Source: an optimization exercise on an open RTL-to-GDS flow (aim: small area). Production flows keep margins and buffers that such runs may drop.
Where RTL was checked, it was by simulation tests only, not by an equivalence proof against the original.
Only the layout flow was run in run 2; the RTL was not checked for function there.
Power figures rest on the tool's default switching activity, not on a simulated workload.

==> design.v <==
module il_core (
    input  wire        clk,
    input  wire        rst,
    input  wire        start,
    input  wire [15:0] prog_len,
    output wire        busy,
    output wire [15:0] acc,
    output wire [15:0] last_line,
    output wire [4:0]  esp,
    output wire [4:0]  csp,
    output wire        prog_valid,
    output wire [15:0] prog_addr,
    input  wire        prog_ready,
    input  wire [15:0] prog_word,
    input  wire [15:0] prog_opr,
    output wire        mem_valid,
    output wire        mem_we,
    output wire [1:0]  mem_region,
    output wire [4:0]  mem_slot,
    output wire [15:0] mem_wdata,
    input  wire        mem_ready,
    input  wire [15:0] mem_rdata
);
    localparam [3:0] S_IDLE  = 4'd0,
                     S_FETCH = 4'd1,
                     S_OPEN  = 4'd2,
                     S_EPOP  = 4'd3,
                     S_MRD   = 4'd4,
                     S_WPREP = 4'd5,
                     S_MWR   = 4'd6,
                     S_ALU1  = 4'd7,
                     S_ALU2  = 4'd8,
                     S_MD    = 4'd9,
                     S_JMP   = 4'd10,
                     S_CPUSH = 4'd11,
                     S_CPOP  = 4'd12,
                     S_EWAIT = 4'd13,
                     S_ERUN  = 4'd14,
                     S_MRDG  = 4'd15;
    localparam [3:0] C_LE = 4'd0, C_LT = 4'd1, C_STOR = 4'd2, C_LOAD = 4'd4,
                     C_AND = 4'd5, C_OR = 4'd6, C_XOR = 4'd7, C_ADD = 4'd8,
                     C_SUB = 4'd9, C_MUL = 4'd10, C_DIV = 4'd11, C_GT = 4'd12,
                     C_GE = 4'd13, C_EQ = 4'd14, C_NE = 4'd15,
                     C_CLOSE = 4'd3;    
    localparam EW = 21;    
    localparam CW = 16;    
    reg [3:0]  state;
    reg [15:0] line;
    reg [15:0] acc_r;
    reg [15:0] t1;         
    reg [15:0] t2;         
    reg [1:0]  t2x;        
    reg        dsign;      
    reg [4:0]  esp_r;      
    reg [19:0] er;         
    reg        ecar;
    reg        eclr;       
    reg [4:0]  csp_r;
    reg [4:0]  ph;         
    reg [3:0]  code;
    reg        neg;
    reg [EW*20-1:0] ering;
    reg [CW*20-1:0] cring;
    wire [EW-1:0] etap = ering[EW*20-1 -: EW];
    wire [CW-1:0] ctap = cring[CW*20-1 -: CW];
    wire [3:0]  e_code = etap[20:17];
    wire        e_neg  = etap[16];
    wire [15:0] e_acc  = etap[15:0];
    integer i;
    reg [15:0] line_inc;
    reg [16:0] li_c;
    always @(*) begin
        li_c[0] = 1'b1;
        for (i = 0; i < 16; i = i + 1) begin
            line_inc[i] = line[i] ^ li_c[i];
            li_c[i+1]   = line[i] & li_c[i];
        end
    end
    reg [16:0] lt_c;
    always @(*) begin
        lt_c[0] = 1'b0;
        for (i = 0; i < 16; i = i + 1)
            lt_c[i+1] = (!line[i] & prog_len[i]) | (!(line[i] ^ prog_len[i]) & lt_c[i]);
    end
    wire line_lt = lt_c[16];
    wire ed_zero = eclr || ~|er;
    wire ed_sat  = !eclr && &er;
    wire edn     = (code == C_CLOSE);    
    wire e_b     = er[19];
    wire e_cin   = ecar | ((state == S_ERUN) && (ph == 5'd0));
    wire ph_hi   = ph[4] || (ph == 5'd15);    
    function [4:0] updn5;
        input [4:0] v;
        input       dn;
        reg   [5:0] t;
        integer k;
        begin
            t[0] = 1'b1;
            for (k = 0; k < 5; k = k + 1) begin
                updn5[k] = v[k] ^ t[k];
                t[k+1]   = t[k] & (v[k] ^ dn);
            end
        end
    endfunction
    wire [4:0] esp_nx = updn5(esp_r, state == S_FETCH);
    wire [4:0] csp_nx = updn5(csp_r, state == S_FETCH);
    wire [4:0] ph_inc = updn5(ph, 1'b0);
    wire       acc_nz = |acc_r;
    wire [7:0] op_raw = prog_word[7:0];
    wire       op_hi  = |op_raw[7:5];
    wire       op_ok  = !op_hi && !(op_raw[4] && (op_raw[3] || (op_raw[2] && op_raw[1])));   
    wire [4:0] op     = op_ok ? op_raw[4:0] : 5'd0;    
    wire       fi     = prog_word[8];
    wire       fn     = prog_word[9];
    wire       fc     = prog_word[10];
    wire       fg     = prog_word[11];
    wire       cond   = acc_nz ^ fn;
    wire       gate   = !fc || cond;
    wire       is_bin = (!op[4] && (op[3] || (op[2] && (op[1] || op[0])))) ||
                        (op[4] && !op[3] && !op[2] && !op[1]);    
    wire [3:0] op_code = (op == 5'd1) ? C_LOAD : (op == 5'd21) ? C_CLOSE : op[3:0];
    wire       esp_full = (esp_r == 5'd20);
    wire       ph_e     = (ph == esp_r);
    wire       ph_c     = (ph == csp_r);
    wire [10:0] a_hi = t1[15:5];
    wire [4:0]  a_lo = t1[4:0];
    wire        lo_z     = (a_lo == 5'd0);
    wire        lo_gt26  = (a_lo[4] & a_lo[3] & (a_lo[2] | (a_lo[1] & a_lo[0])));    
    wire        lo_1_26  = !lo_z && !lo_gt26;
    wire        lo_ge17  = a_lo[4] & (|a_lo[3:0]);
    wire        lo_le10  = !a_lo[4] & !(a_lo[3] & (a_lo[2] | (a_lo[1] & a_lo[0])));   
    wire        r0  = (a_hi == 11'h000) && lo_1_26;
    wire        r3  = (a_hi == 11'h4E2) && lo_1_26;
    wire        r1  = ((a_hi == 11'h138) && lo_ge17) || ((a_hi == 11'h139) && lo_le10);
    wire        r2  = ((a_hi == 11'h3A9) && lo_ge17) || ((a_hi == 11'h3AA) && lo_le10);
    wire        dec_ok = r0 | r1 | r2 | r3;
    wire [1:0]  dec_rg = {r2 | r3, r1 | r3};
    reg  [4:0]  lo_m1;
    reg  [5:0]  lm_b;
    always @(*) begin
        lm_b[0] = 1'b1;
        for (i = 0; i < 5; i = i + 1) begin
            lo_m1[i]  = a_lo[i] ^ lm_b[i];
            lm_b[i+1] = lm_b[i] & !a_lo[i];
        end
    end
    wire [4:0]  dec_sl = {lo_m1[4] ^ (r1 | r2), lo_m1[3:0]};
    wire        dec_bit = !dec_rg[1];
    wire        c_mul   = (code == C_MUL);
    wire        c_add   = (code == C_ADD);
    wire        c_logic = (code == C_AND) || (code == C_OR) || (code == C_XOR);
    wire        s_open  = (state == S_OPEN);
    wire        c_pass  = (code == C_LOAD) || s_open;
    wire        md_mul  = c_mul && !s_open;
    wire        a_inv   = !(c_add || c_mul || c_logic || c_pass);
    wire        y_inv   = (neg && !s_open) ^ a_inv;
    wire        sub     = a_inv ^ dsign;
    wire [15:0] ay16    = (t1 ^ {16{y_inv ^ dsign}}) & {16{!md_mul || acc_r[15]}};
    wire [17:0] ax      = {t2x, t2};
    wire [17:0] ay      = {sub, sub, ay16};
    wire [17:0] ap      = ax ^ ay;
    wire [17:0] ag      = ax & ay;
    reg  [17:0] sum;
    reg  [18:0] ac;
    always @(*) begin
        ac[0] = sub;
        for (i = 0; i < 18; i = i + 2) begin
            ac[i+1] = ag[i] | (ap[i] & ac[i]);
            ac[i+2] = ag[i+1] | (ap[i+1] & ag[i]) | (ap[i+1] & ap[i] & ac[i]);
        end
        for (i = 0; i < 18; i = i + 1)
            sum[i] = ap[i] ^ ac[i];
    end
    wire        ge      = ac[16];    
    wire        eq      = &ap[15:0];    
    reg [15:0] alu_y;
    always @(*) begin
        case (code)
            C_AND, C_DIV: alu_y = ag[15:0];
            C_OR:   alu_y = ap[15:0] | ag[15:0];
            C_XOR:  alu_y = ap[15:0];
            C_ADD, C_SUB, C_MUL: alu_y = sum[15:0];
            C_GT:   alu_y = {15'd0, ge & !eq};
            C_GE:   alu_y = {15'd0, ge};
            C_EQ:   alu_y = {15'd0, eq};
            C_NE:   alu_y = {15'd0, !eq};
            C_LE:   alu_y = {15'd0, !ge | eq};
            C_LT:   alu_y = {15'd0, !ge};
            default: alu_y = ay16;    
        endcase
        if (s_open) alu_y = ay16;
    end
    wire md_last = (md_mul && ph == 5'd15) || (!md_mul && ph == 5'd0 && eq);
    wire md_exit = md_last || (ph == 5'd16);
    wire acc_e   = (state == S_EPOP) && ph_e && (e_code != C_LOAD);
    wire acc_sh  = (state == S_MD) && !md_last;
    wire acc_en  = ((state == S_OPEN) && !esp_full && ph_e) || acc_e ||
                   (state == S_ALU2) || (state == S_MD);
    always @(posedge clk) begin
        if (rst)
            acc_r <= 16'd0;
        else if (acc_en)
            acc_r <= acc_e ? e_acc : acc_sh ? {acc_r[14:0], !sum[16]} : alu_y;
    end
    wire        md_code = (code == C_MUL) || (code == C_DIV);
    wire        w_prep  = (state == S_WPREP);
    wire        w_bit   = w_prep & dec_bit;
    wire        w_inv   = w_prep & neg;
    wire [15:0] wv      = w_bit ? {15'd0, acc_nz ^ w_inv} : (acc_r ^ {16{w_inv}});
    wire        w_ld    = w_prep || ((state == S_ALU1) && !md_code);
    wire        w_set   = (state == S_FETCH) && (op == 5'd3);
    wire        t2_en   = (state == S_MD) || w_prep || (state == S_ALU1) ||
                          ((state == S_FETCH) && prog_ready && line_lt && (op == 5'd3 || op == 5'd4) && cond);
    always @(posedge clk) begin
        if (rst)
            dsign <= 1'b0;    
        else if (t2_en && state == S_MD)
            dsign <= sum[16] & !md_mul & !md_exit;    
        else if (t2_en)
            dsign <= 1'b0;
    end
    always @(posedge clk) begin
        if (t2_en) begin
            if (state == S_MD) begin
                t2x   <= sum[16:15];
                t2    <= {sum[14:0], acc_r[15] & !md_mul};
            end else begin
                t2x   <= 2'd0;
                t2  <= (w_ld ? wv : 16'd0) | {15'd0, w_set};
            end
        end
    end
    wire        rd_load = (code == C_LOAD);
    wire        i_load  = rd_load & neg;
    wire [15:0] rdv     = !dec_ok ? {16{i_load}} :
                          dec_bit ? {{15{i_load}}, mem_rdata[0]} : mem_rdata;
    wire t1_f = (state == S_FETCH) && line_lt && prog_ready;
    wire t1_e = (state == S_EPOP) && ph_e;
    wire t1_m = ((state == S_MRD) || (state == S_MRDG)) && (!dec_ok || mem_ready);
    wire t1_h = !(t1_f || t1_e || t1_m);
    always @(posedge clk)
        t1 <= ({16{t1_f}} & prog_opr) | ({16{t1_e}} & acc_r) |
              ({16{t1_m}} & rdv) | ({16{t1_h}} & t1);
    wire e_we = (state == S_OPEN) && !esp_full && ph_e;
    wire c_we = (state == S_CPUSH) && ph_c;
    always @(posedge clk) begin
        if (rst) begin
            eclr <= 1'b1;
            ecar <= 1'b0;
        end else begin
            if (ph == 5'd19) eclr <= 1'b0;
            ecar <= e_cin & (ph_hi ? (ph != 5'd19) : (e_b ^ edn));
        end
        er <= {er[18:0], (e_b ^ e_cin) & !(rst || eclr)};
    end
    always @(posedge clk) begin
        ering <= {ering[EW*19-1:0], e_we ? {code, neg, acc_r} : etap};
        cring <= {cring[CW*19-1:0], c_we ? line : ctap};
    end
    always @(posedge clk) begin
        if (rst) begin
            state <= S_IDLE;
            esp_r <= 5'd0;
            csp_r <= 5'd0;
            ph    <= 5'd0;
        end else begin
            ph <= (ph == 5'd19) ? 5'd0 : ph_inc;
            case (state)
            S_IDLE: begin
                if (start) begin
                    line  <= 16'd0;
                    state <= S_FETCH;
                end
            end
            S_FETCH: begin
                if (!line_lt) begin
                    state <= S_IDLE;
                end else if (prog_ready) begin
                    code <= op_code;
                    neg  <= fn && !(op == 5'd1 && fi && !fg);    
                    line <= line_inc;    
                    case (op)
                    5'd1: begin    
                        if (fg)      state <= S_OPEN;
                        else if (fi) state <= S_ALU2;
                        else         state <= S_MRD;
                    end
                    5'd2: begin    
                        state <= fg ? S_OPEN : S_WPREP;
                    end
                    5'd3, 5'd4: begin    
                        if (cond) begin
                            state <= S_MWR;
                        end
                    end
                    5'd18: begin   
                        if (gate) begin state <= S_JMP; end
                    end
                    5'd19: begin   
                        if (gate && csp_r != 5'd20) begin state <= S_CPUSH; end
                    end
                    5'd20: begin   
                        if (gate) begin
                            if (csp_r != 5'd0) begin
                                csp_r <= csp_nx;
                                state <= S_CPOP;
                            end else begin
                                line <= 16'hFFFF;
                            end
                        end
                    end
                    5'd21: begin   
                        if (!ed_zero) begin
                            state <= S_EWAIT;
                        end else if (esp_r != 5'd0) begin
                            esp_r <= esp_nx;
                            state <= S_EPOP;
                        end
                    end
                    default: begin
                        if (is_bin) begin
                            if (!fi) state <= fg ? S_MRDG : S_MRD;
                            else if (fg) state <= S_OPEN;
                            else state <= S_ALU1;
                        end
                    end
                    endcase
                end
            end
            S_OPEN: begin
                if (esp_full) begin
                    if (!ed_sat) begin
                        state <= S_EWAIT;
                    end else begin
                        state <= S_FETCH;
                    end
                end else if (ph_e) begin
                    esp_r <= esp_nx;
                    state <= S_FETCH;
                end
            end
            S_EPOP: begin
                if (ph_e) begin
                    code <= e_code;
                    neg  <= e_neg;
                    if (e_code == C_LOAD) begin
                        state <= S_MRD;
                    end else if (e_code == C_STOR) begin
                        state <= S_WPREP;
                    end else begin
                        state <= S_ALU1;
                    end
                end
            end
            S_MRD, S_MRDG: begin
                if (!dec_ok || mem_ready) begin
                    if (rd_load) state <= S_ALU2;
                    else if (state == S_MRDG) state <= S_OPEN;
                    else state <= S_ALU1;
                end
            end
            S_WPREP: begin
                state <= S_MWR;
            end
            S_MWR: begin
                if (!dec_ok || mem_ready) begin
                    state <= S_FETCH;
                end
            end
            S_ALU1: begin
                if (md_code) begin
                    if (ph == 5'd19) state <= S_MD;
                end else begin
                    state <= S_ALU2;
                end
            end
            S_ALU2: begin
                state <= S_FETCH;
            end
            S_MD: begin
                if (md_exit) state <= S_FETCH;
            end
            S_EWAIT: begin
                if (ph == 5'd19) state <= S_ERUN;
            end
            S_ERUN: begin
                if (ph == 5'd19) begin
                    state <= S_FETCH;
                end
            end
            S_JMP: begin
                line  <= t1;
                state <= S_FETCH;
            end
            S_CPUSH: begin
                if (ph_c) begin
                    csp_r <= csp_nx;
                    line  <= t1;
                    state <= S_FETCH;
                end
            end
            S_CPOP: begin
                if (ph_c) begin
                    line  <= ctap;
                    state <= S_FETCH;
                end
            end
            default: state <= S_IDLE;
            endcase
        end
    end
    assign busy       = (state != S_IDLE);
    assign acc        = acc_r;
    assign last_line  = line;
    assign esp        = esp_r;
    assign csp        = csp_r;
    assign prog_valid = (state == S_FETCH) && line_lt;
    assign prog_addr  = line;
    assign mem_valid  = ((state == S_MRD) || (state == S_MRDG) || (state == S_MWR)) && dec_ok;
    assign mem_we     = (state == S_MWR);
    assign mem_region = dec_rg;
    assign mem_slot   = {dec_sl[4] & dec_ok, dec_sl[3:0]};    
    assign mem_wdata  = t2;
endmodule
==> flow/run.sh <==
#!/bin/bash
# The standard layout (the standard.sh), with two changes: the port
# buffers are sky130_fd_sc_hd__buf_1, and clock tree synthesis gets its own
# clustering arguments and no dummy loads.
set -euo pipefail
bash standard.sh finish "BUFFER_PORTS_ARGS=-buffer_cell sky130_fd_sc_hd__buf_1" \
  "CTS_ARGS=-sink_clustering_enable -repair_clock_nets -sink_clustering_size 32 -sink_clustering_max_diameter 80 -buf_list sky130_fd_sc_hd__clkbuf_16 -dont_use_dummy_load" \
  > standard_flow.log 2>&1
==> standard.sh <==
#!/bin/bash
# synth_recipe.tcl (not shown) runs the flow's synth.tcl, then flattens the netlist and writes it again
# the make line also repeats each setting of config.mk as NAME=value (left out here)
make -C /OpenROAD-flow-scripts/flow DESIGN_CONFIG=/design/flow/config.mk WORK_HOME=/design/flow/orfs CLKGATE_MAP_FILE= SYNTH_SCRIPT=/design/flow/synth_recipe.tcl "${@:-finish}"
==> config.mk <==
export PLATFORM = sky130hd
export DESIGN_NAME = il_core
export DESIGN_NICKNAME = il_core
export VERILOG_FILES = /design/flow/design.v
export SDC_FILE = /design/flow/constraint.sdc
export NUM_CORES = 4
export LEC_CHECK = 0
export CAP_MARGIN = 20
export CORE_MARGIN = 2
export CORE_UTILIZATION = 65
export SLEW_MARGIN = 20
==> constraint.sdc <==
create_clock -name core_clock -period 8.0 [get_ports {clk}]
set_input_delay 1.6000 -clock core_clock [delete_from_list [all_inputs] [get_ports {clk}]]
set_output_delay 1.6000 -clock core_clock [all_outputs]
set_load 0.01 [all_outputs]
==> impl_metrics.toml, run 1 <==
[job]
max_cap_viol_count = 0

[cts]
postCtsSetupBuffers = 0
numClockSinks = 852
cts_tree = "yes"
postCtsHoldBufs = 0
cts_root_buf = "clkbuf_16"
clk_pin_slew_worst_paths_ps = 110
clk_latency_ps = 580
cts_max_level = 2
numCtsBuffers = 35
post_cts_resized = 0
cts_max_path_buffers = 3

[floorplan]
initial_core_util_pct = 66.27
die_h_um = 197.4
pin_count = 154
die_x_um = 197.4
row_count = 70
die-area_um2 = 38980
coreArea_um2 = 36700

[grt]
grt_pass1_wl_um = 81040
grt_pass1_vias = 13580
grt_overflow = 0
grt_usage_pct = 27.91
antenna_found_initial = 0
grt_max_degree = 33

[drt]
vias_per_cell = 5.667
dr.first_iter.drc_count = 1077
first_pass_iters = 7
finalWirelength_um = 54270
vias = 13960
ant_nets = 0
drcViolationCount = 0
avgRoutedWirePerCell_um = 22.03

[power]
leakagePower_nw = 10.44
peakVddDrop_mv = 0.2177
power.density_nw_per_um2 = 341.1

[layout]
fin_util_pct = 71.05
areaGrowthSynthToFinish_pct = 7.202
layout_commonest_cell = "dfxtp_1"
design_area_um2 = 26070
drive_gt1_share_pct = 6.667
diodes = 0
nets = 2148
layout_common_cells = "dfxtp_1, buf_1, nand2_1"

[critical_path]
slowest_delay_ps = 890
cp_cell_sequence = "nor4b_4 -> nor3_1 -> xnor3_1 -> xnor2_1 -> nor2_1 -> inv_1 -> ha_1 -> a2111o_1 -> o32a_1 -> nand3_1 -> or4b_2 -> fa_1 -> inv_1 -> o32ai_1 -> a21oi_1 -> nand3_1 -> o21ai_0 -> o21ai_0"
critical_path.endpoint_type = "flip-flop"
critical_path.startpoint_type = "flip-flop"
crit_fanout = 19
crit_arrival_ps = 6620
worst_path_max_delay_cell = "xnor3_1"
path_class = "flip-flop to flip-flop"
cp.required_ps = 8440

[sta]
tightest_slew_ps = 1106
worst_slack_ps = 1821
skew_ps = 78.30
timing.final.max_slew_violations = 0
relSlewSlack_pct = 25.87
max_freq_mhz = 161.8
period_needed_ps = 6179
setup_violations = 0
hold_viol = 0
hold_ws_ps = 276.3
period_share_pct = 77.24
rsz0062_at_grt = "false"
fin_setup_tns_ps = 0

[placement]
io_buffer_count = 149
preCtsSetupSlack_ps = 1940
dp_hpwl_um = 37100
place_congestion = 0.9515
place_area_um2 = 25180

[logic_synthesis]
synth_area_um2 = 24320
synth_nets = 2033
yosys.area_share.xor_xnor_pct = 2.469
synthAdderAreaFrac_pct = 4.465
synth-simple-area-share_pct = 7.321
ys_ff_latch = 852
synthArstFlopShare_pct = 0
synth_ff_type = "dfxtp_1"
synth_top_family_by_area = "compound AO/OA/AOI/OAI gates"
synth-edff-count = 38
yosys_warnings = 1
synth_compound_area_share_pct = 9.204
ys_seq_area_share_pct = 71.69
synthMuxAreaShare_pct = 2.012
syn_area_per_cell_um2 = 12.92
synthCells = 1882
ys_types = 80

[hold_path]
hold_path_class = "flip-flop to flip-flop"

[outcome]
status = "no timing/DRC/antenna violations"
[worst max-delay path, delay by kind of cell, from the launching register on]
family | cells | cell delay [ps]
AO/OA/AOI/OAI | 6 | 1370
XOR/XNOR | 2 | 1020
adder cells (fa/ha/maj) | 2 | 850
buffers and inverters | 2 | 160
flip-flops | 1 | 740
AND/OR/NAND/NOR | 6 | 1910
[cell families (layout without fill, tap and decap cells)]
kind of cell	after synthesis	in the layout
buffers and inverters	161	274
and+or+nand+nor	352	352
DFF	852	852
AOI/OAI and AO/OA	324	324
xor gates and xnor gates	67	67
muxes	44	44
adders and majority gates	82	82
[cells in the mapped netlist, types with 23 or more instances]
master	instances	area, um2
dfxtp_1	814	16300
nor2_1	88	330.3
nand2_1	85	319.1
o21ai_0	85	425.4
inv_1	78	292.8
ha_1	74	925.9
a21oi_1	59	295.3
clkbuf_1	55	206.5
mux2_2	39	439.2
edfxtp_1	38	1141
xnor2_1	35	306.5
xor2_1	31	271.5
nor3_1	27	135.1
nand3_1	24	120.1
or2_2	23	143.9
[state kept, by name (all words and copies together) (netlist names), 4 cells and up]
signal / count
cring: 320
t2: 16
acc_r: 16
ph: 5
csp_r: 5
ering: 420
t1: 16
line: 16
state: 4
er: 20
esp_r: 5
code: 4
[metal layers]
| layer | vias up | GRT usage, % | part of all wire [%] |
|---|---|---|---|
| met3 | 97 | 4.422 | 7.0 |
| met4 | 0 | 11.08 | 3.3 |
| li1 | 6626 | - | - |
| met5 | - | 0 | 0 |
| met2 | 544 | 44.55 | 46 |
| met1 | 6692 | 38.44 | 44 |
[power by group]
group	switching, mW	internal (mW)
clock network	1.18	0.793
logic	1.28	0.794
registers	0.298	4.56
total	2.75	6.14
[cell type report]
cell class,instances,area [um2]
inverters,78,292.8
clock buffers,35,875.8
well taps,468,585.6
flip-flops and latches,852,17440
fillers,2530,10630
repair buffers,161,649.4
multi-input cells,869,6232
[final timing paths]
| check | from | cells past startpoint | end | slack [ps] |
|---|---|---|---|---|
| setup / recovery | state[1] | 18 | acc_r[11] | 1820 |
| hold / removal | ering[212] | 0 | ering[233] | 280 |
| setup reg to reg | state[1] | 18 | acc_r[11] | 1820 |
| hold reg to reg | ering[212] | 0 | ering[233] | 280 |
[stage by stage]
step	cells	total power, mW
floorplan	1882	6.287
global placement	2428	6.906
detailed placement	2428	6.954
CTS	2463	8.885
global route	2463	9.293
finish	2463	8.894
==> inputs of run 2 (changes only) <==
--- a/design.v
+++ b/design.v
@@ -196,12 +196,11 @@
     wire acc_sh  = (state == S_MD) && !md_last;
     wire acc_en  = ((state == S_OPEN) && !esp_full && ph_e) || acc_e ||
                    (state == S_ALU2) || (state == S_MD);
-    always @(posedge clk) begin
-        if (rst)
-            acc_r <= 16'd0;
-        else if (acc_en)
-            acc_r <= acc_e ? e_acc : acc_sh ? {acc_r[14:0], !sum[16]} : alu_y;
-    end
+    wire acc_y = acc_en && !acc_e && !acc_sh;
+    always @(posedge clk)
+        acc_r <= {16{!rst}} & (({16{acc_e}} & e_acc) |
+                               ({16{acc_sh}} & {acc_r[14:0], !sum[16]}) |
+                               ({16{acc_y}} & alu_y) | ({16{!acc_en}} & acc_r));
     wire        md_code = (code == C_MUL) || (code == C_DIV);
     wire        w_prep  = (state == S_WPREP);
     wire        w_bit   = w_prep & dec_bit;
==> run 2 against run 1 <==
- synthesized cell count shrank 0.48%
- critical path depth fell by 3
- fmax increased by 1.7%
- clock skew decreased by 1.2 ps
- largest power group unchanged
==> impl_metrics.toml, run 2 <==
[cts]
postCtsSetupBuffers = 0
post_cts_resized = 0
clk_pin_slew_worst_paths_ps = 110
numCtsBuffers = 36
cts_max_path_buffers = 3
cts_tree = "yes"
postCtsHoldBufs = 0
cts_max_level = 2
numClockSinks = 852
clk_latency_ps = 580
cts_root_buf = "clkbuf_16"

[power]
peakVddDrop_mv = 0.2513
leakagePower_nw = 10.26
power.density_nw_per_um2 = 351.2
power_mw = 9.152

[drt]
finalWirelength_um = 53490
drcViolationCount = 0
first_pass_iters = 8
avgRoutedWirePerCell_um = 21.76
vias_per_cell = 5.740
vias = 14110
ant_nets = 0
dr.first_iter.drc_count = 1314

[critical_path]
critical_path.endpoint_type = "flip-flop"
crit_arrival_ps = 6510
rrSetupSlack_ps = 1930
cp.required_ps = 8440
crit_fanout = 22
cp-endpoint = "acc_r[0]"
r2r_cells = 15
worstReg2RegEnd = "acc_r[0]"
rr_startpoint = "state[2]"
startpoint = "state[2]"
path_class = "flip-flop to flip-flop"
critical_path.startpoint_type = "flip-flop"

[sta]
relSlewSlack_pct = 27.65
skew_ps = 77.11
fin_setup_tns_ps = 0
hold_viol = 0
rsz0062_at_grt = "false"
max_freq_mhz = 164.7
worst_slack_ps = 1927
tightest_slew_ps = 1085
period_needed_ps = 6073
period_share_pct = 75.91
timing.final.max_slew_violations = 0
setup_violations = 0
hold_ws_ps = 290.5

[logic_synthesis]
ys_types = 82
synth_largest_area_cell = "dfxtp_1"
synth_most_common_cell = "dfxtp_1"
synth_top_area_share_pct = 67.16
synth_ff_type = "dfxtp_1"
synthCells = 1873
synth_nets = 2024
syn_area_per_cell_um2 = 12.95
ys_seq_area_share_pct = 71.86
synthArstFlopShare_pct = 0
yosys_warnings = 1
synth-edff-count = 38
synthTopCellsByArea = "dfxtp_1, edfxtp_1, ha_1"
synth_common_cells = "dfxtp_1, inv_1, o21ai_0"
ys_ff_latch = 852
synth_area_um2 = 24260

[layout]
design_area_um2 = 26060
largest_registers = "ering x420, cring x320, er x20"
fin_util_pct = 71.01
stdcell_count = 2458
nets = 2140
largest_register = "ering"
largest_register_ffs = 420
layout_commonest_cell = "dfxtp_1"
drive_gt1_share_pct = 5.284
layout_common_cells = "dfxtp_1, buf_1, inv_1"
areaGrowthSynthToFinish_pct = 7.389

[grt]
grt_overflow = 0
grt_pass1_wl_um = 80420
antenna_found_initial = 1
grt_max_degree = 37
grt_pass1_vias = 13710
grt_usage_pct = 27.45

[floorplan]
coreArea_um2 = 36700
pin_count = 154
die_x_um = 197.2
die_h_um = 197.2
die-area_um2 = 38890
initial_core_util_pct = 66.12
row_count = 70

[placement]
dp_cells = 2419
place_congestion = 0.8789
place_area_um2 = 25140
preCtsSetupSlack_ps = 2160
io_buffer_count = 149
dp_hpwl_um = 36010

[hold_path]
hold_path_class = "flip-flop to flip-flop"

[job]
max_cap_viol_count = 0

[outcome]
status = "no timing/DRC/antenna violations"
## run 2: changes by cell type after synthesis, sizes merged, moves of 15 or more
| cell | delta |
|---|---|
| or2 | -25 |
| xnor2 | +18 |
| a22o | -15 |
| a22oi | +20 |
| o211ai | +17 |
| xor2 | -19 |
## run 2: logic make-up after synthesis
kind of cell               count (synthesis)  share of synthesized area (%)
adders and majority gates                 82                          4.476
and+or+nand+nor                          296                          6.193
buffers and inverters                    174                          3.047
muxes                                     50                          2.259
DFF                                      852                          71.86
xor gates and xnor gates                  66                          2.444
AOI/OAI and AO/OA                        353                          9.720
## run 2: worst max-delay path, cell delays in order (launching register included)
cell and delay [ps]:
dfxtp_1 600, or4b_1 790, nand2_1 160, xor3_1 770, xnor2_1 170, nor2_1 300, inv_1 90, ha_1 390
nand2_1 80, nor2_1 490, a311oi_1 180, a21o_1 480, or3_1 810, a21oi_1 260, a311oi_1 70, a311oi_1 270
## run 2: cell type report
cell class / count / area [um2]
fill: 2446 / 10640
timing repair buffer: 164 / 673.1
clock buffer: 36 / 900.9
inverter: 88 / 330.3
multi-input combinational: 847 / 6123
antenna: 3 / 7.507
sequential: 852 / 17440
tap: 468 / 585.6
## run 2: layer usage
metal  global-route usage, %  vias to the layer above  part of all wire [%]
li1                        -                     6622                     -
met1                   38.48                     6800                    44
met3                   4.917                      119                   7.2
met5                       0                        -                     0
met4                   10.86                        0                   3.9
met2                   42.68                      569                    45
## run 2: worst min-delay path by stage
stage                      end  slack (ps)  cells after the start        from
floorplan           cring[100]         310                      0   cring[84]
global placement     ering[22]         310                      0    ering[1]
detailed placement  ering[316]         310                      0  ering[295]
CTS                  ering[37]         290                      0   ering[16]
global route         ering[37]         280                      0   ering[16]
finish               ering[37]         290                      0   ering[16]
## run 2: power breakdown
group	internal (mW)	switching, mW	total [mW]
combinational	0.871	1.42	2.29
clock	0.815	1.19	2.00
sequential	4.58	0.279	4.86
total	6.26	2.89	9.15
==> inputs of run 3 (changes only) <==
--- a/design.v
+++ b/design.v
@@ -196,11 +196,12 @@
     wire acc_sh  = (state == S_MD) && !md_last;
     wire acc_en  = ((state == S_OPEN) && !esp_full && ph_e) || acc_e ||
                    (state == S_ALU2) || (state == S_MD);
-    wire acc_y = acc_en && !acc_e && !acc_sh;
-    always @(posedge clk)
-        acc_r <= {16{!rst}} & (({16{acc_e}} & e_acc) |
-                               ({16{acc_sh}} & {acc_r[14:0], !sum[16]}) |
-                               ({16{acc_y}} & alu_y) | ({16{!acc_en}} & acc_r));
+    always @(posedge clk) begin
+        if (rst)
+            acc_r <= 16'd0;
+        else if (acc_en)
+            acc_r <= acc_e ? e_acc : acc_sh ? {acc_r[14:0], !sum[16]} : alu_y;
+    end
     wire        md_code = (code == C_MUL) || (code == C_DIV);
     wire        w_prep  = (state == S_WPREP);
     wire        w_bit   = w_prep & dec_bit;
==> run.sh (new file) <==
#!/bin/bash
# synth_recipe.tcl (not shown) runs the flow's synth.tcl, then flattens the netlist and writes it again
# the make line also repeats each setting of config.mk as NAME=value (left out here)
make -C /OpenROAD-flow-scripts/flow DESIGN_CONFIG=/design/flow/config.mk WORK_HOME=/design/flow/orfs CLKGATE_MAP_FILE= SYNTH_SCRIPT=/design/flow/synth_recipe.tcl finish
--- a/config.mk
+++ b/config.mk
@@ -8,4 +8,7 @@
 export CAP_MARGIN = 20
 export CORE_MARGIN = 2
 export CORE_UTILIZATION = 65
+export CTS_BUF_LIST = sky130_fd_sc_hd__clkbuf_16
+export CTS_CLUSTER_DIAMETER = 80
+export CTS_CLUSTER_SIZE = 30
 export SLEW_MARGIN = 20
removed: flow/run.sh
removed: standard.sh
==> run 3 against run 2 <==
- flip-flop and latch count did not move
- critical endpoint is now acc_r[11]
- non-clock buffer count shrank 2
- still clean on timing, DRC and antenna
- die area up 0.23%
- wire length rose by 9.7%
- synthesized cell count rose by 0.48%
- sequential share of layout area fell by 3.0 points
- critical path depth rose by 3
==> impl_metrics.toml, run 3 <==
[layout]
design_area_um2 = 27300
layout_commonest_cell = "dfxtp_1"
largest_registers = "ering x420, cring x320, er x20"
diodes = 0
largest_register_ffs = 420
largest_register = "ering"
drive_gt1_share_pct = 7.341
stdcell_count = 2484
layout_common_cells = "dfxtp_1, clkdlybuf4s50_1, nand2_1"
fin_util_pct = 74.39
nets = 2151
areaGrowthSynthToFinish_pct = 12.24

[logic_synthesis]
synth_nets = 2033
synthTopCellsByArea = "dfxtp_1, edfxtp_1, ha_1"
ys_seq_area_share_pct = 71.69
synth_largest_area_cell = "dfxtp_1"
ys_types = 80
ys_ff_latch = 852
synth-edff-count = 38
synth_ff_type = "dfxtp_1"
synth_common_cells = "dfxtp_1, nor2_1, nand2_1, o21ai_0, inv_1"
syn_area_per_cell_um2 = 12.92
synthCells = 1882
synthArstFlopShare_pct = 0
yosys_warnings = 1
synth_area_um2 = 24320
synth_most_common_cell = "dfxtp_1"
synth_top_area_share_pct = 67.00

[placement]
place_area_um2 = 26130
dp_cells = 2429
dp_hpwl_um = 38310
preCtsSetupSlack_ps = 1904
io_buffer_count = 149
place_congestion = 0.9552

[sta]
setup_violations = 0
hold_ws_ps = 309.8
skew_ps = 34.65
fin_setup_tns_ps = 0
hold_viol = 0
rsz0062_at_grt = "false"
period_share_pct = 77.46
timing.final.max_slew_violations = 0
max_freq_mhz = 161.4
relSlewSlack_pct = 30.09
tightest_slew_ps = 1049
worst_slack_ps = 1803
period_needed_ps = 6197

[drt]
dr.first_iter.drc_count = 1088
first_pass_iters = 6
finalWirelength_um = 58670
vias = 14500
avgRoutedWirePerCell_um = 23.62
vias_per_cell = 5.837
drcViolationCount = 0
ant_nets = 0

[critical_path]
startpoint = "state[1]"
critical_path.startpoint_type = "flip-flop"
worstReg2RegEnd = "acc_r[11]"
rr_startpoint = "state[1]"
cp.required_ps = 8470
cp_cell_sequence = "nor4b_4 -> nor3_1 -> xnor3_1 -> xnor2_1 -> nor2_1 -> inv_1 -> ha_1 -> a2111o_1 -> o32a_1 -> nand3_1 -> or4b_2 -> fa_1 -> inv_1 -> o32ai_1 -> a21oi_1 -> nand3_1 -> o21ai_0 -> o21ai_0"
crit_fanout = 19
crit_family = "simple AND/OR/NAND/NOR gates"
crit_arrival_ps = 6670
critical_path_buf_inv_count = 2
r2r_cells = 18
rrSetupSlack_ps = 1800
critical_path.endpoint_type = "flip-flop"
worst_path_max_delay_cell = "xnor3_1"
slowest_delay_ps = 880
path_class = "flip-flop to flip-flop"

[grt]
antenna_found_initial = 2
use_met1_pct = 39.90
grt_usage_pct = 30.30
grtUsageMet2_pct = 50.48
grt_use_met3_pct = 4.951
grt_pass1_vias = 14710
grt_overflow = 0
globalRoute.busiestLayer = "met2"
grt_pass1_wl_um = 88040
grt_max_degree = 32

[cts]
clk_pin_slew_worst_paths_ps = 110
postCtsHoldBufs = 0
postCtsSetupBuffers = 0
cts_max_path_buffers = 3
clk_latency_ps = 610
numClockSinks = 852
cts_max_level = 2
cts_tree = "yes"
post_cts_resized = 0
numCtsBuffers = 37
cts_root_buf = "clkbuf_16"

[floorplan]
pin_count = 154
die_x_um = 197.4
initial_core_util_pct = 66.27
row_count = 70
die_h_um = 197.4
die-area_um2 = 38980
coreArea_um2 = 36700

[power]
power_mw = 9.398
leakagePower_nw = 11.00
power.density_nw_per_um2 = 344.3
peakVddDrop_mv = 0.2551

[outcome]
status = "no timing/DRC/antenna violations"

[job]
max_cap_viol_count = 0

[hold_path]
min-delay-start = "cring[223]"
holdPathEnd = "cring[239]"
hold_path_class = "flip-flop to flip-flop"
whs_path_depth = 0
-- run 3: cell types whose count changed after synthesis, moves of 12 or more --
| cell | change |
|---|---|
| xor2_1 | +19 |
| nor2_1 | +12 |
| nand2_1 | +14 |
| o211ai_1 | -17 |
| a22oi_1 | -20 |
| a221o_1 | +13 |
| or2_2 | +23 |
| a22o_1 | +15 |
| xnor2_1 | -18 |
-- run 3: how the worst max path moves through the flow --
stage	to	depth (start not counted)	slack [ps]
3_3_place_gp	acc_r[11]	18	1970
6_report	acc_r[11]	18	1800
2_1_floorplan	line[0]	7	2280
4_1_cts	acc_r[11]	18	1900
5_1_grt	acc_r[11]	18	1500
3_5_place_dp	acc_r[11]	18	1900
-- run 3: layer usage --
| metal | share of wire, % | routed length [um] | up-vias |
|---|---|---|---|
| met5 | 0 | 0 | - |
| met4 | 3.2 | 1883 | 0 |
| met3 | 7.1 | 4153 | 120 |
| met2 | 48 | 28110 | 612 |
| met1 | 42 | 24530 | 7121 |
| li1 | - | - | 6646 |
-- run 3: cells by family after synthesis --
group	synth area share, %
muxes	2.012
xor gates and xnor gates	2.469
and+or+nand+nor	7.321
AOI/OAI and AO/OA	9.204
buffers and inverters	2.835
DFF	71.69
adders and majority gates	4.465
-- run 3: final cells by class --
cell class	instances	area, um2
Clock buffer	39	975.9
Multi-Input combinational cell	869	6238
Fill cell	2274	9399
Inverter	78	292.8
Sequential cell	852	17440
Timing Repair Buffer	162	1589
Clock inverter	16	180.2
Tap cell	468	585.6
-- run 3: power breakdown --
part / switching (mW) / total (mW) / internal (mW)
Combinational: 1.31 / 2.26 / 0.944
Clock: 1.34 / 2.27 / 0.932
Sequential: 0.314 / 4.87 / 4.56
-- run 3: worst register-to-register path, cell delays in order (launching register included) --
cell      delay [ps]
dfxtp_1          750
nor4b_4          660
nor3_1           170
xnor3_1          890
xnor2_1          160
nor2_1           300
inv_1             90
ha_1             390
a2111o_1         440
o32a_1           390
nand3_1          130
or4b_2           620
fa_1             490
inv_1             80
o32ai_1           90
a21oi_1          180
nand3_1           90
o21ai_0           80
o21ai_0           90

what the ideal ports hide:
Ports are ideal in the flow. The routed layouts listed here were re-timed in OpenROAD. Step 1 (the two cells are an assumption about what drives the block):
set clk [get_ports {clk}]
set_driving_cell -lib_cell sky130_fd_sc_hd__clkbuf_16 $clk
set_driving_cell -lib_cell sky130_fd_sc_hd__buf_2 [delete_from_list [all_inputs] $clk]
Step 2, shift: input delay + t, output delay - t, t = (earliest + latest rising clock arrival at the registers) / 2. This alone moves slack from input paths to output paths. a / b / c = ideal / step 1 / step 2; a / b = the first two.
run	shift t [ns]	slack for setup (ns)	worst slew at a driven data input, ns
run 1	0.601	1.821 / 1.821 / 1.821	0.04
run 2	0.596	1.927 / 1.927 / 1.927	0.10
run 3	0.645	1.803 / 1.803 / 1.803	0.06
After both steps setup and hold are still met in every run listed.
